Source: an optimization exercise on an open RTL-to-GDS flow (aim: small area, a short achievable clock period and few clock cycles). Production flows keep margins and buffers that such runs may drop.
RTL that was checked went through simulation tests only; none was proved equivalent to the original.

== the previous run ==
Design binimg_cq, start of the top module:
module binimg_cq (
    input  wire        clk,
    input  wire        rst,
    input  wire        cmd_valid,
    output wire        cmd_ready,
    input  wire [31:0] cmd_word,
    output wire        rsp_valid,
    input  wire        rsp_ready,
    output wire [31:0] rsp_word,
    output wire [63:0] rsp_rgba16
);
Settings: LEC_CHECK=0, ABC_AREA=1, CAP_MARGIN=20, CORE_MARGIN=2, CORE_UTILIZATION=40, SLEW_MARGIN=20; clock period 60.0 ns.
standard.sh (not shown) runs the stock make flow with config.mk's settings and CLKGATE_MAP_FILE= SYNTH_SCRIPT=/design/flow/synth_recipe.tcl, a recipe that flattens the netlist after the stock synthesis.
==> flow/flow/run.sh <==
#!/bin/bash
# Standard ORFS layout with two changes to how it is made (the constraint file is unchanged):
#  - ports are buffered with the plain sky130 buffer instead of the delay buffer ORFS picks;
#  - the timing repair steps aim for a shorter clock period than the constraint's.
set -euo pipefail
bash standard.sh "BUFFER_PORTS_ARGS=-buffer_cell sky130_fd_sc_hd__buf_1" SETUP_SLACK_MARGIN=47 TNS_END_PERCENT=0 finish > standard_flow.log 2>&1
The previous run finished all stages; the layout is clean.
Testbench counts of the previous run, summed over its fixed seeds: cycles 80,016.
diff inputs: the previous run => the current run
-- flow/config.mk --
<<< the previous run, line 12
>>> the current run, line 12
export CTS_BUF_LIST = sky130_fd_sc_hd__clkbuf_4 sky130_fd_sc_hd__clkbuf_8
### Flow results
| cell area | the current run vs the previous run | about 0.7% lower |. Changes observed in the current run relative to the previous run: DRC marker count from the first detailed-route iteration increased 5.3%. Higher core utilization among the current run and the previous run: the previous run. Status: first-pass GRT wire length parity (the previous run, the current run). Looking only at arrival time reported for the critical path endpoint, and setting everything else aside, the lower value of the current run and the previous run goes to the previous run.

========
run R:
Another version of the RTL of binimg_cq (not shown whole).
Size in the first run: roughly 1900 cells after synthesis, roughly 90 flip-flops, roughly 130 I/O pins.
==> flow/config.mk <==
export PLATFORM = sky130hd
export DESIGN_NAME = binimg_cq
export DESIGN_NICKNAME = binimg_cq
export VERILOG_FILES = /design/flow/design.v
export SDC_FILE = /design/flow/constraint.sdc
export NUM_CORES = 4
export LEC_CHECK = 0
export ABC_AREA = 1
export CAP_MARGIN = 20
export CORE_MARGIN = 2
export CORE_UTILIZATION = 40
export CTS_BUF_LIST = sky130_fd_sc_hd__clkbuf_4 sky130_fd_sc_hd__clkbuf_8
export SLEW_MARGIN = 20
==> flow/constraint.sdc <==
create_clock -name core_clock -period 60.0 [get_ports {clk}]
set_input_delay 12.0000 -clock core_clock [delete_from_list [all_inputs] [get_ports {clk}]]
set_output_delay 12.0000 -clock core_clock [all_outputs]
set_load 0.01 [all_outputs]
Scripts as last shown in full above: flow/flow/run.sh
Testbench counts of run R, summed over its fixed seeds: cycles 80,016.
The inputs of run C differ from those of run R as listed below.
--- a/flow/config.mk
+++ b/flow/config.mk
@@ -10,4 +10,3 @@
 export CORE_MARGIN = 2
 export CORE_UTILIZATION = 40
-export CTS_BUF_LIST = sky130_fd_sc_hd__clkbuf_4 sky130_fd_sc_hd__clkbuf_8
 export SLEW_MARGIN = 20
Findings:
- Run C vs run R, share of the final layout cell area in multi-input gates went down by 0.64 points.
- Run C: PASS, flow complete, no timing, DRC or antenna violations
- The design area reported for run C is greater than that of run R by about 1%.
- Taking run R as the reference point, the post-route worst hold slack of run C falls by 0.0046 ns.
- Count of buffers inserted at the top-level ports: run R vs run C identical

========
Another version of the RTL of binimg_cq (not shown whole).
For scale: roughly 130 I/O pins, roughly 14000 um^2 of cells after synthesis.
Settings: LEC_CHECK=0, CAP_MARGIN=20, CORE_MARGIN=2, CORE_UTILIZATION=40, SLEW_MARGIN=20; clock period 60.0 ns.
==> flow/flow/run.sh <==
#!/bin/bash
# Standard ORFS layout with two changes to how it is made (the constraint file is unchanged):
#  - ports are buffered with the plain sky130 buffer instead of the delay buffer ORFS picks;
#  - the timing repair steps aim for a shorter clock period than the constraint's.
set -euo pipefail
bash standard.sh "BUFFER_PORTS_ARGS=-buffer_cell sky130_fd_sc_hd__buf_1" SETUP_SLACK_MARGIN=46.5 TNS_END_PERCENT=0 finish > standard_flow.log 2>&1
The first run went through all stages and came out clean.
Testbench counts at the start, summed over its fixed seeds: cycles 80,016.
Edit:
==> flow/run.sh (new file) <==
#!/bin/bash
# synth_recipe.tcl (not shown) runs the flow's synth.tcl, then flattens the netlist and writes it again
# the make line also repeats each setting of config.mk as NAME=value (left out here)
make -C /OpenROAD-flow-scripts/flow DESIGN_CONFIG=/design/flow/config.mk WORK_HOME=/design/flow/orfs CLKGATE_MAP_FILE= SYNTH_SCRIPT=/design/flow/synth_recipe.tcl finish
ABC_AREA = 1   (was default)
removed: flow/flow/run.sh
removed: flow/standard.sh
Effect:
- worst setup slack gets worse by 360 ps
- area after synthesis shrinks by about 4.5%
- worst hold slack gets worse by 3.3 ps

========
## job 1943
binimg_cq, a different RTL version from the one above (not shown whole).
Size in the first run: ~1900 cells after synthesis, roughly 14000 sq um of cells after synthesis.
export LEC_CHECK = 0
export ABC_AREA = 1
export CAP_MARGIN = 20
export CORE_MARGIN = 2
export CORE_UTILIZATION = 40
export SLEW_MARGIN = 20
create_clock -name core_clock -period 60.0 [get_ports {clk}]
==> flow/flow/run.sh <==
#!/bin/bash
# Standard ORFS layout with two changes to how it is made (the constraint file is unchanged):
#  - ports are buffered with the plain sky130 buffer instead of the delay buffer ORFS picks;
#  - the timing repair steps aim for a shorter clock period than the constraint's.
set -euo pipefail
bash standard.sh "BUFFER_PORTS_ARGS=-buffer_cell sky130_fd_sc_hd__buf_1" SETUP_SLACK_MARGIN=47.5 TNS_END_PERCENT=0 finish > standard_flow.log 2>&1
Edits applied to the flow inputs when going from job 1943 to job 5418:
diff --git a/flow/flow/run.sh b/flow/flow/run.sh
--- a/flow/flow/run.sh
+++ b/flow/flow/run.sh
@@ -6 +6 @@
-bash standard.sh "BUFFER_PORTS_ARGS=-buffer_cell sky130_fd_sc_hd__buf_1" SETUP_SLACK_MARGIN=47.5 TNS_END_PERCENT=0 finish > standard_flow.log 2>&1
+bash standard.sh "BUFFER_PORTS_ARGS=-buffer_cell sky130_fd_sc_hd__buf_1" SETUP_SLACK_MARGIN=47 TNS_END_PERCENT=0 RECOVER_POWER=100 finish > standard_flow.log 2>&1
--- outcome ---
Job 5418: all stages done; final checks FAILED (capacitance limit, slew limit). When job 5418 is measured against job 1943, its total count of max-transition violations in the final report turns out 121 higher. Job 1943 → job 5418: final cell count without fillers about even; normalized max-slew margin fell 50 points; share of final layout cell area taken by clock buffers and inverters rose 0.18 points. Between job 5418 and job 1943, it is job 5418 whose clock-buffer cell count is lower, by 1. Against job 1943, job 5418 comes in 0.23 points higher on sequential share of layout area. Non-clock buffer count, job 5418 and job 1943: lower on job 5418. Final instance area in job 5418 vs job 1943: down 180 sq um. Final critical-path required period for job 5418 is higher than for job 1943. Job 1943 → job 5418: critical path depth increased by 69 relative to the old numbers; area taken by multi-input logic gates decreased by about 1% relative to the old numbers.
## Diff of input files: job 5772 against job 5418
diff --git a/flow/flow/run.sh b/flow/flow/run.sh
--- a/flow/flow/run.sh
+++ b/flow/flow/run.sh
@@ -6 +6 @@
-bash standard.sh "BUFFER_PORTS_ARGS=-buffer_cell sky130_fd_sc_hd__buf_1" SETUP_SLACK_MARGIN=47 TNS_END_PERCENT=0 RECOVER_POWER=100 finish > standard_flow.log 2>&1
+bash standard.sh "BUFFER_PORTS_ARGS=-buffer_cell sky130_fd_sc_hd__buf_1" SETUP_SLACK_MARGIN=47 TNS_END_PERCENT=0 finish > standard_flow.log 2>&1
Findings:
- Looking at the reports, job 5772 completed the entire flow and the layout it produced met the timing, DRC and antenna checks.
- Job 5418 and job 5772 ended up with nearly the same share of final layout cell area taken by clock buffers and inverters.
- Cell area (job 5772 over job 5418): increase, 1.1%
- Fmax: job 5772 higher than job 5418
- Job 5772 vs. job 5418: minimum setup slack in the final design up 3.79 ns.
- For the final clock period utilization by the worst path, job 5772 came in 6.3 points lower than job 5418 did.
- Taking job 5418 as the reference, in job 5772 hold slack saw little to no change, minimum clock period after layout dropped 3.79 ns.
Function was not checked in any run of this note: the RTL went through the layout flow alone.

========
== before ==
binimg_cq, a different RTL version from the one above (not shown whole).
For scale: ~0.013 mm^2 of cells after synthesis.
## binimg_cq
module binimg_cq (
    input  wire        clk,
    input  wire        rst,
    input  wire        cmd_valid,
    output wire        cmd_ready,
    input  wire [31:0] cmd_word,
    output wire        rsp_valid,
    input  wire        rsp_ready,
    output wire [31:0] rsp_word,
    output wire [63:0] rsp_rgba16
);
export LEC_CHECK = 0
export ABC_AREA = 1
export CAP_MARGIN = 20
export CORE_MARGIN = 2
export CORE_UTILIZATION = 40
export SLEW_MARGIN = 20
create_clock -name core_clock -period 60.0 [get_ports {clk}]
run.sh (not shown) runs the stock make flow with config.mk's settings and CLKGATE_MAP_FILE= SYNTH_SCRIPT=/design/flow/synth_recipe.tcl, a recipe that flattens the netlist after the stock synthesis.
Stock flow here: none of the scripts above is used.
Testbench counts of before, summed over its fixed seeds: cycles 80,016.
What after does differently from before at the input level:
Settings: ABC_AREA: 1 -> unset.
==> summary.txt <==
- Looking at the reports, after completed the entire flow and the layout it produced met the timing, DRC and antenna checks.
- before: done, clean on timing, DRC and antenna
- Measured against each other, before and after differ in setup slack, the higher figure coming from before.
- before reports its largest family of logic cells by synthesized area as simple AND/OR/NAND/NOR gates while after reports compound AO/OA/AOI/OAI gates.
- From before to after the numbers moved as follows: wire length the detailed router placed on met1 grew by 8.5%; number of failing hold endpoints at the final stage held steady; instance count after placement with tap cells included shrank by 11%; netlist area before placement grew by 280 um^2.
- Measured against each other, before and after differ in sequential share of layout area, the higher figure coming from before.
- Diff after..before | fraction of registers with async set/reset | unchanged
- Diff before -> after: final-layout setup total negative slack barely changed; time the final worst path needs with I/O delays and setup climbed 1170 ps.
- Relative to before, the synthesis-to-layout area growth of after is lower by 0.98 points.

========
binimg_cq, a different RTL version from the one above (not shown whole).
Size in the first run: ~1900 cells after synthesis, about 89 flip-flops.
Settings: LEC_CHECK=0, ABC_AREA=1, CAP_MARGIN=20, CORE_MARGIN=2, CORE_UTILIZATION=40, SLEW_MARGIN=20; clock period 60.0 ns.
standard.sh (not shown) runs the stock make flow with config.mk's settings and CLKGATE_MAP_FILE= SYNTH_SCRIPT=/design/flow/synth_recipe.tcl, a recipe that flattens the netlist after the stock synthesis.
==> flow/flow/run.sh <==
#!/bin/bash
# Standard ORFS layout with two changes to how it is made (the constraint file is unchanged):
#  - ports are buffered with the plain sky130 buffer instead of the delay buffer ORFS picks;
#  - the timing repair steps aim for a shorter clock period than the constraint's.
set -euo pipefail
bash standard.sh "BUFFER_PORTS_ARGS=-buffer_cell sky130_fd_sc_hd__buf_1" SETUP_SLACK_MARGIN=47 TNS_END_PERCENT=0 finish > standard_flow.log 2>&1
Testbench counts at the start, summed over its fixed seeds: cycles 80,016.
Next try:
- CTS_BUF_LIST: not set -> sky130_fd_sc_hd__clkbuf_4 sky130_fd_sc_hd__clkbuf_8
After rerunning:
- via count hardly moves
- die area does not change
- synthesized cell count stays the same
- global-route usage hardly moves
- design area shrinks by 0.92%
- first-iteration DRC count grows by 15%
- non-clock buffer count shrinks by 2

==> re-timing with driven ports <==
The flow's constraints put no driver on any port. The routed layouts listed below were extracted and timed again, unchanged, in two steps.
Step 1 assumes that a clkbuf_16 drives the clock port and a buf_2 every other input.
Step 2 adds t to the input delays and takes it off the output delays; t is the mean of the earliest and latest rising clock arrival at the registers after step 1. Input paths then give back, and output paths get back, about the clock's delay inside the block.
a / b / c = no drivers / after step 1 / after step 2; a / b = the first two.
run | t, ns | setup slack, ns | clock arrival spread, ns | pins driven straight from the clock port
the previous run | 0.407 | 46.871 / 46.826 / 46.804 | 0.019 / 0.019 | 1
the current run | 0.452 | 46.817 / 46.779 / 46.801 | 0.033 / 0.032 | 1
run R | 0.438 | 46.757 / 46.715 / 46.805 | 0.028 / 0.028 | 1
run C | 0.403 | 46.809 / 46.768 / 46.820 | 0.018 / 0.018 | 1
the first run of note 3 | 0.400 | 46.626 / 46.578 / 46.485 | 0.015 / 0.015 | 1
the second run of note 3 | 0.395 | 46.269 / 46.226 / 46.206 | 0.015 / 0.016 | 1
job 1943 | 0.409 | 46.814 / 46.768 / 46.829 | 0.019 / 0.018 | 1
job 5418 | 0.404 | 43.059 / 43.059 / 43.059 | 0.014 / 0.014 | 1
job 5772 | 0.405 | 46.844 / 46.802 / 46.822 | 0.016 / 0.016 | 1
before | 0.422 | 45.995 / 45.944 / 46.123 | 0.019 / 0.020 | 1
after | 0.408 | 44.829 / 44.829 / 44.829 | 0.013 / 0.013 | 1
the first run of note 6 | 0.416 | 46.812 / 46.765 / 46.510 | 0.011 / 0.012 | 1
the second run of note 6 | 0.461 | 46.758 / 46.715 / 46.333 | 0.018 / 0.018 | 1
The setup slack of the second run of note 6, which loses most, moves by -0.043 ns with the drivers and by -0.425 ns with both steps.
